Background: an optimization exercise with open tools, aiming at a short achievable clock period and few clock cycles. Do not read the settings as production practice. Only simulation tests tie the RTL to the original design; equivalence was not proved. Power and IR drop assume default switching activity.

==> flow/design.v (excerpt) <==
module il_core (
    input  wire        clk,
    input  wire        rst,
    input  wire        start,
    input  wire [15:0] prog_len,
    output wire        busy,
    output wire [15:0] acc,
    output wire [15:0] last_line,
    output wire [4:0]  esp,
    output wire [4:0]  csp,
    output wire        prog_valid,
    output wire [15:0] prog_addr,
    input  wire        prog_ready,
    input  wire [15:0] prog_word,
    input  wire [15:0] prog_opr,
    output wire        mem_valid,
    output wire        mem_we,
    output wire [1:0]  mem_region,
    output wire [4:0]  mem_slot,
    output wire [15:0] mem_wdata,
    input  wire        mem_ready,
    input  wire [15:0] mem_rdata
);
==> flow/config.mk <==
export PLATFORM = sky130hd
export DESIGN_NAME = il_core
export DESIGN_NICKNAME = il_core
export VERILOG_FILES = /design/flow/design.v
export SDC_FILE = /design/flow/constraint.sdc
export NUM_CORES = 4
export LEC_CHECK = 0
export CAP_MARGIN = 30
export CORE_MARGIN = 2
export CORE_UTILIZATION = 40
export SETUP_SLACK_MARGIN = 5.0
export SLEW_MARGIN = 20
==> flow/constraint.sdc <==
create_clock -name core_clock -period 8.0 [get_ports {clk}]
set_input_delay 1.6000 -clock core_clock [delete_from_list [all_inputs] [get_ports {clk}]]
set_output_delay 1.6000 -clock core_clock [all_outputs]
set_load 0.01 [all_outputs]
run.sh (not shown) runs the stock make flow with config.mk's settings and CLKGATE_MAP_FILE= SYNTH_SCRIPT=/design/flow/synth_recipe.tcl, a recipe that flattens the netlist after the stock synthesis.
The first run completed with no timing, DRC or antenna violations.
Testbench counts at the start, summed over its fixed seeds: cycles 53,481.
Rerun with:
--- a/flow/design.v
+++ b/flow/design.v
@@ -159,15 +159,16 @@
     wire e_cond = acc_nz ^ e_n;
     assign mem_valid  = m_req & (!e_ksr | (acc_nz ^ e_n)) & !(w_pend & e_nacc);
     assign mem_we     = e_we;
     assign mem_region = e_region;
     assign mem_slot   = e_slot;
     wire   mhs        = mem_valid & mem_ready;
     reg        wsw, wsb, wss, wnb;    
-    assign mem_wdata  = ({16{wsw}} & ~(acc_r ^ {16{wnb}})) |
+    reg [15:0] accb_r;
+    assign mem_wdata  = ({16{wsw}} & (accb_r ^ {16{wnb}})) |
                         {15'd0, (wsb & ~(acc_nz ^ wnb)) | wss};
     wire [15:0] rdm   = {mem_rdata[15:1] & {15{e_region[1]}}, mem_rdata[0]};
     wire [15:0] rd_inv = rdm ^ {{15{e_rinv & e_region[1]}}, e_rinv};    
     wire [15:0] rd_bin = rdm ^ {16{e_n}};          
     wire [4:0]  top_op = estk_op[0];
     wire        top_n  = estk_n[0];
     wire [15:0] top_a  = estk_a[0];
@@ -282,23 +283,22 @@
                 t = x[2*j +: 3];
                 booth[3*j]     = t[2] && !(t[1] && t[0]);                
                 booth[3*j + 1] = t[1] ^ t[0];                            
                 booth[3*j + 2] = (t == 3'b011) || (t == 3'b100);         
             end
         end
     endfunction
-    wire [23:0] bdg = (ph_run_r && e_memreq) ? booth(rd_bin) : bd_r;
     reg  [15:0] bm;
     reg  [15:0] mt [0:20];
     always @(*) begin
         mt[8] = 16'd0;
         for (k = 0; k < 8; k = k + 1) begin
-            bm = ({16{bdg[3*k+1]}} & acc_r) | ({16{bdg[3*k+2]}} & {acc_r[14:0], 1'b0});
-            mt[k] = (bdg[3*k] ? ~bm : bm) << (2*k);
-            mt[8][2*k] = bdg[3*k];
+            bm = ({16{bd_r[3*k+1]}} & acc_r) | ({16{bd_r[3*k+2]}} & {acc_r[14:0], 1'b0});
+            mt[k] = (bd_r[3*k] ? ~bm : bm) << (2*k);
+            mt[8][2*k] = bd_r[3*k];
         end
         for (k = 0; k < 6; k = k + 1) begin
             mt[9 + 2*k]  = mt[3*k] ^ mt[3*k+1] ^ mt[3*k+2];
             mt[10 + 2*k] = ((mt[3*k] & mt[3*k+1]) | (mt[3*k] & mt[3*k+2]) |
                             (mt[3*k+1] & mt[3*k+2])) << 1;
         end
     end
@@ -317,15 +317,15 @@
             else if (x[11:8] != 4'd0) lzc = {3'd1, lz4(x[11:8])};
             else if (x[7:4] != 4'd0)  lzc = {3'd2, lz4(x[7:4])};
             else if (x[3:0] != 4'd0)  lzc = {3'd3, lz4(x[3:0])};
             else                      lzc = 5'd16;
         end
     endfunction
     wire [15:0] capA = e_kcls ? top_a : acc_r;
-    wire [15:0] capB = mhs ? rd_bin : (e_kcls ? c_b : e_vimm);
+    wire [15:0] capB = e_memreq ? rd_bin : (e_kcls ? c_b : e_vimm);
     wire [4:0]  lzA  = lzc(capA);
     wire [4:0]  lzB  = lzc(capB);
     reg  [4:0]  dS_r;
     reg         dZ_r;
     wire [15:0] dD1 = dD >> 1;
     wire [16:0] d_t = {1'b0, dR} - {1'b0, dD};
     wire        d_ge = !d_t[16];
@@ -591,14 +591,15 @@
             spec   <= 1'b0;
             redir  <= 1'b0;
             w_pend <= 1'b0;
             pa       <= 16'd0;
             e_slot   <= 5'd0;
             e_region <= 2'd0;
             acc_r  <= 16'd0;
+            accb_r <= 16'hFFFF;
             acc_nz <= 1'b0;
             esp_r  <= 5'd0;
             esp_z  <= 1'b1;
             esp_f  <= 1'b0;
             ed_z   <= 1'b1;
             ed_f   <= 1'b0;
             csp_r  <= 5'd0;
@@ -652,14 +653,15 @@
                 e_ph <= PH_RUN;
                 ph_run_r <= 1'b1;
                 bd_r <= booth(src[46:31]);
                 {e_sp, e_nacc, e_fin, e_mod, e_we, e_rinv, e_memreq, e_slot, e_region, e_line1, e_vimm,
                  e_opr, e_c, e_n, e_i, e_op, e_kind} <= b_v ? q[0] : p_ent;
             end
             acc_r  <= acc_nx;
+            accb_r <= ~acc_nx;
             acc_nz <= nz_nx;
             w_pend <= t_bin;
             w_op   <= e_op;
             w_b    <= rd_bin;
             if (e_v) begin
                 case (e_ph)
                 PH_RUN: if (!e_stall) begin
@@ -675,23 +677,22 @@
                                 ed_f  <= (edisc == 16'hFFFE);
                             end
                         end
                     end else if (e_kbin) begin
                         if (mhs || !e_memreq) begin
                             if (!e_fin) begin
                                 mdiv <= (e_op == OP_DIV);
-                                if (mhs && e_op == OP_DIV) begin
+                                if (mhs) begin
                                     mA   <= acc_r;
                                     mB   <= rd_bin;
+                                    bd_r <= booth(rd_bin);
                                     dS_r <= lzB - lzA;
                                     dZ_r <= (capB == 16'd0) || (lzB < lzA);
-                                    e_ph <= PH_DIV0;
+                                    e_ph <= (e_op == OP_DIV) ? PH_DIV0 : PH_MUL1;
                                     ph_run_r <= 1'b0;
-                                end else if (mhs) begin
-                                    mul_tree;
                                 end else if (e_op == OP_DIV) begin
                                     mA   <= acc_r;
                                     mB   <= e_vimm;
                                     dS_r <= lzB - lzA;
                                     dZ_r <= (capB == 16'd0) || (lzB < lzA);
                                     e_ph <= PH_DIV0;
                                     ph_run_r <= 1'b0;
What happened:
- worst setup slack improved by 0.62 ns
- total power increases by about a fifth
- clock-buffer cell count came out lower by 2
- register-to-register slack is better by 0.61 ns
- die area came out higher slightly
- global-route usage came out higher by 1.9 points
- via count climbs by a few percent
- wire length increases by a little under a tenth
- sequential power went up by a few percent
- utilization went up by 1.3 points
- design area climbs by a few percent
- clock skew increases by 0.020 ns
- combinational power rose to 2.6 times its value
Testbench counts after the change, summed over its fixed seeds: cycles 54,074.

---

Another version of the RTL of il_core (not shown whole).
For scale: ~1400 flip-flops, ~150 I/O pins, about 84000 um^2 of cells after synthesis.
Design il_core, start of the top module:
module il_core (
    input  wire        clk,
    input  wire        rst,
    input  wire        start,
    input  wire [15:0] prog_len,
    output wire        busy,
    output wire [15:0] acc,
    output wire [15:0] last_line,
    output wire [4:0]  esp,
    output wire [4:0]  csp,
    output wire        prog_valid,
    output wire [15:0] prog_addr,
    input  wire        prog_ready,
    input  wire [15:0] prog_word,
    input  wire [15:0] prog_opr,
    output wire        mem_valid,
    output wire        mem_we,
    output wire [1:0]  mem_region,
    output wire [4:0]  mem_slot,
    output wire [15:0] mem_wdata,
    input  wire        mem_ready,
    input  wire [15:0] mem_rdata
);
Settings: LEC_CHECK=0, CAP_MARGIN=20, CORE_MARGIN=2, CORE_UTILIZATION=40, SETUP_SLACK_MARGIN=5.0, SLEW_MARGIN=20; clock period 8.0 ns.
Testbench counts at the start, summed over its fixed seeds: cycles 54,765.
Change:
--- a/flow/design.v
+++ b/flow/design.v
@@ -130,17 +130,17 @@
     reg [4:0]  e_slot;
     reg        e_memreq, e_rinv, e_we, e_mod, e_fin, e_nacc;
     reg        e_sp;       
     reg        w_pend;
     reg [4:0]  w_op;
     reg [15:0] w_b;
     reg        m_req;      
     reg [15:0] mA, mB;
-    reg [15:0] m6 [0:5];    
+    reg [15:0] m4 [0:3];    
     reg        mdiv;
     reg [15:0] dR, dD, dQ;
     reg [3:0]  dCnt;
     reg        dZero;
     wire e_kld   = e_kind[0];
     wire e_kopen = e_kind[1];
     wire e_kstor = e_kind[2];
     wire e_ksr   = e_kind[3];
@@ -243,52 +243,48 @@
                         alu_nz = lt ? cl : (gt ? cg : ce);
                 default: alu_nz = 1'b0;
             endcase
         end
     endfunction
     wire [15:0] yw = alu(w_op, acc_r, w_b);
     wire [15:0] yr   = alu(e_op, acc_r, e_vimm);             
     wire [15:0] c_b  = acc_r ^ {16{top_n}};
-    wire [15:0] yc   = top_n ? alu(top_op, top_a, ~acc_r) : alu(top_op, top_a, acc_r);
-    wire        yc_nz = top_n ? alu_nz(top_op, top_a, ~acc_r) : alu_nz(top_op, top_a, acc_r);
+    wire [15:0] yc   = alu(top_op, top_a, c_b);               
     wire        r_md = (top_op == OP_MUL) || (top_op == OP_DIV);
     wire [7:0] acc_dec = decode_addr(acc_r);
     wire       c_disc  = !ed_z;
     wire       c_empty = esp_z;
     wire       c_ldst  = (top_op == OP_LOAD) || (top_op == OP_STOR);
     wire       c_done  = c_disc || c_empty || (!c_ldst && !r_md);
     function [31:0] csa;    
         input [15:0] x, y, z;
         reg   [15:0] s, c;
         begin
             s = x ^ y ^ z;
             c = (x & y) | (x & z) | (y & z);
             csa = {c[14:0], 1'b0, s};
         end
     endfunction
-    wire        ph_run = (e_ph == PH_RUN);
-    wire [15:0] oA = !ph_run ? mA : (e_kcls ? top_a : acc_r);
-    wire [15:0] oB = !ph_run ? mB : (e_kcls ? c_b : e_vimm);
-    reg [15:0] mt [0:35];
+    wire [15:0] oA = !e_run ? mA : (e_kcls ? top_a : acc_r);
+    wire [15:0] oB = !e_run ? mB : (e_kcls ? c_b : e_vimm);
+    reg [15:0] mt [0:39];
     always @(*) begin
         for (k = 0; k < 16; k = k + 1)
             mt[k] = oB[k] ? (oA << k) : 16'd0;
-        for (k = 0; k < 10; k = k + 1) begin
+        for (k = 0; k < 12; k = k + 1) begin
             mt[16 + 2*k] = mt[3*k] ^ mt[3*k+1] ^ mt[3*k+2];
             mt[17 + 2*k] = ((mt[3*k] & mt[3*k+1]) | (mt[3*k] & mt[3*k+2]) |
                             (mt[3*k+1] & mt[3*k+2])) << 1;
         end
     end
-    wire [31:0] mf_1 = csa(m6[0], m6[1], m6[2]);
-    wire [31:0] mf_2 = csa(m6[3], m6[4], m6[5]);
-    wire [31:0] mf_3 = csa(mf_1[15:0], mf_1[31:16], mf_2[15:0]);
-    wire [31:0] mf_4 = csa(mf_2[31:16], mf_3[15:0], mf_3[31:16]);
-    wire [15:0] mf_s2 = mf_4[15:0];
-    wire [15:0] mf_c2 = mf_4[31:16];
+    wire [15:0] mf_s1 = m4[0] ^ m4[1] ^ m4[2];
+    wire [15:0] mf_c1 = ((m4[0] & m4[1]) | (m4[0] & m4[2]) | (m4[1] & m4[2])) << 1;
+    wire [15:0] mf_s2 = m4[3] ^ mf_s1 ^ mf_c1;
+    wire [15:0] mf_c2 = ((m4[3] & mf_s1) | (m4[3] & mf_c1) | (mf_s1 & mf_c1)) << 1;
     wire [15:0] mfin  = mf_s2 + mf_c2;
     function [4:0] lzc;
         input [15:0] x;
         integer j;
         begin
             lzc = 5'd16;
             for (j = 0; j < 16; j = j + 1)
                 if (x[j]) lzc = 5'd15 - j[4:0];
@@ -308,17 +304,17 @@
     wire [17:0] d_c = {((d_x[16:0] & d_y[16:0]) | (d_x[16:0] & d_z[16:0]) |
                         (d_y[16:0] & d_z[16:0])), 1'b1};
     wire [17:0] d_v = d_s + d_c + 18'd1;               
     wire        d_ge2 = d_ge ? !d_v[17] : !d_u[16];
     wire [15:0] d_r2 = d_ge ? (d_ge2 ? d_v[15:0] : d_t[15:0])
                             : (d_ge2 ? d_u[15:0] : dR);
     task mul_tree;
         begin
-            for (k = 0; k < 6; k = k + 1) m6[k] <= mt[30 + k];
+            for (k = 0; k < 4; k = k + 1) m4[k] <= mt[36 + k];
             e_ph <= PH_MUL3;
         end
     endtask
     task div_setup;
         begin
             dZero <= (mB == 16'd0) || (lzB < lzA);
             dR    <= mA;
             dD    <= mB << dS[3:0];
@@ -397,17 +393,17 @@
     wire        s_yw   = w_pend & !t_rd & !o_en;
     wire        s_hold = !(t_rd | t_lg | o_en | w_pend);
     wire [15:0] acc_nx = ({16{t_rd}} & rd_inv) | ({16{t_lg}} & ylg) |
                          ({16{o_yr}} & yr) | ({16{o_yc}} & yc) | ({16{s_yw}} & yw) |
                          ({16{s_oth}} & o_val) | ({16{s_hold}} & acc_r);
     wire        lg_nz  = (e_op == OP_AND) ? ((acc_r & rd_bin) != 16'd0) :
                          (e_op == OP_OR)  ? (acc_nz || (rd_bin != 16'd0)) : (acc_r != rd_bin);
     wire        nz_nx  = (t_rd & (rd_inv != 16'd0)) | (t_lg & lg_nz) |
-                         (o_yr & alu_nz(e_op, acc_r, e_vimm)) | (o_yc & yc_nz) |
+                         (o_yr & alu_nz(e_op, acc_r, e_vimm)) | (o_yc & alu_nz(top_op, top_a, c_b)) |
                          (s_yw & alu_nz(w_op, acc_r, w_b)) | (s_oth & o_nz) | (s_hold & acc_nz);
     wire        hs       = pv && prog_ready;
     wire        lt_pa1   = (pa1 < plen);
     wire        lt_opr   = (prog_opr < plen);
     wire        lt_ctop  = (ctop < plen);
     reg         q_mod;
     always @(*) begin
         q_mod = 1'b0;
Effect:
- via count is lower by 7.1%
- sequential share of layout area is higher by 0.91 points
- cell count is lower by 4.4%
- utilization hardly moves
- flip-flop and latch count is lower by 11
- final area is lower by 3.0%
- routed wire length is lower by 11%
- count of clock-buffer cells in the layout is higher by 3
- clock skew is lower by 0.026 ns
- global-route usage is lower by 1.5 points
- worst hold slack barely changes
- synthesized cell count is lower by 4.9%
- total power is higher by 10%
- non-clock buffer count is lower by 32
Testbench counts after the change, summed over its fixed seeds: cycles 54,765.

==> re-timing with driven ports <==
No port has a modelled driver above. Below, the same layouts with a new extraction and two added sets of constraints.
Step 1: set_driving_cell puts a clkbuf_16 on clk and a buf_2 on each other input, an assumption about the parent block.
Step 2, shift: input delay + t, output delay - t, t = (earliest + latest rising clock arrival at the registers) / 2. This alone moves slack from input paths to output paths.
Three values: no drivers, after step 1, after step 2; two values: the first two.
run | shift t [ns] | slack for setup (ns) | worst setup path after step 2 | latest minus earliest clock arrival (ns)
the first run of note 1 | 0.913 | 3.479 / 3.507 / 2.594 | input to register | 0.068 / 0.068
the second run of note 1 | 0.922 | 4.097 / 4.065 / 3.218 | input to register | 0.078 / 0.078
the first run of note 2 | 0.898 | 3.173 / 3.173 / 2.362 | input to register | 0.086 / 0.086
the second run of note 2 | 0.885 | 3.623 / 3.623 / 3.088 | input to register | 0.061 / 0.061
After both steps every run listed still meets setup and hold. For the first run of note 1, which loses most, drivers alone change the setup slack by +0.028 ns; drivers and shift together by -0.885 ns.
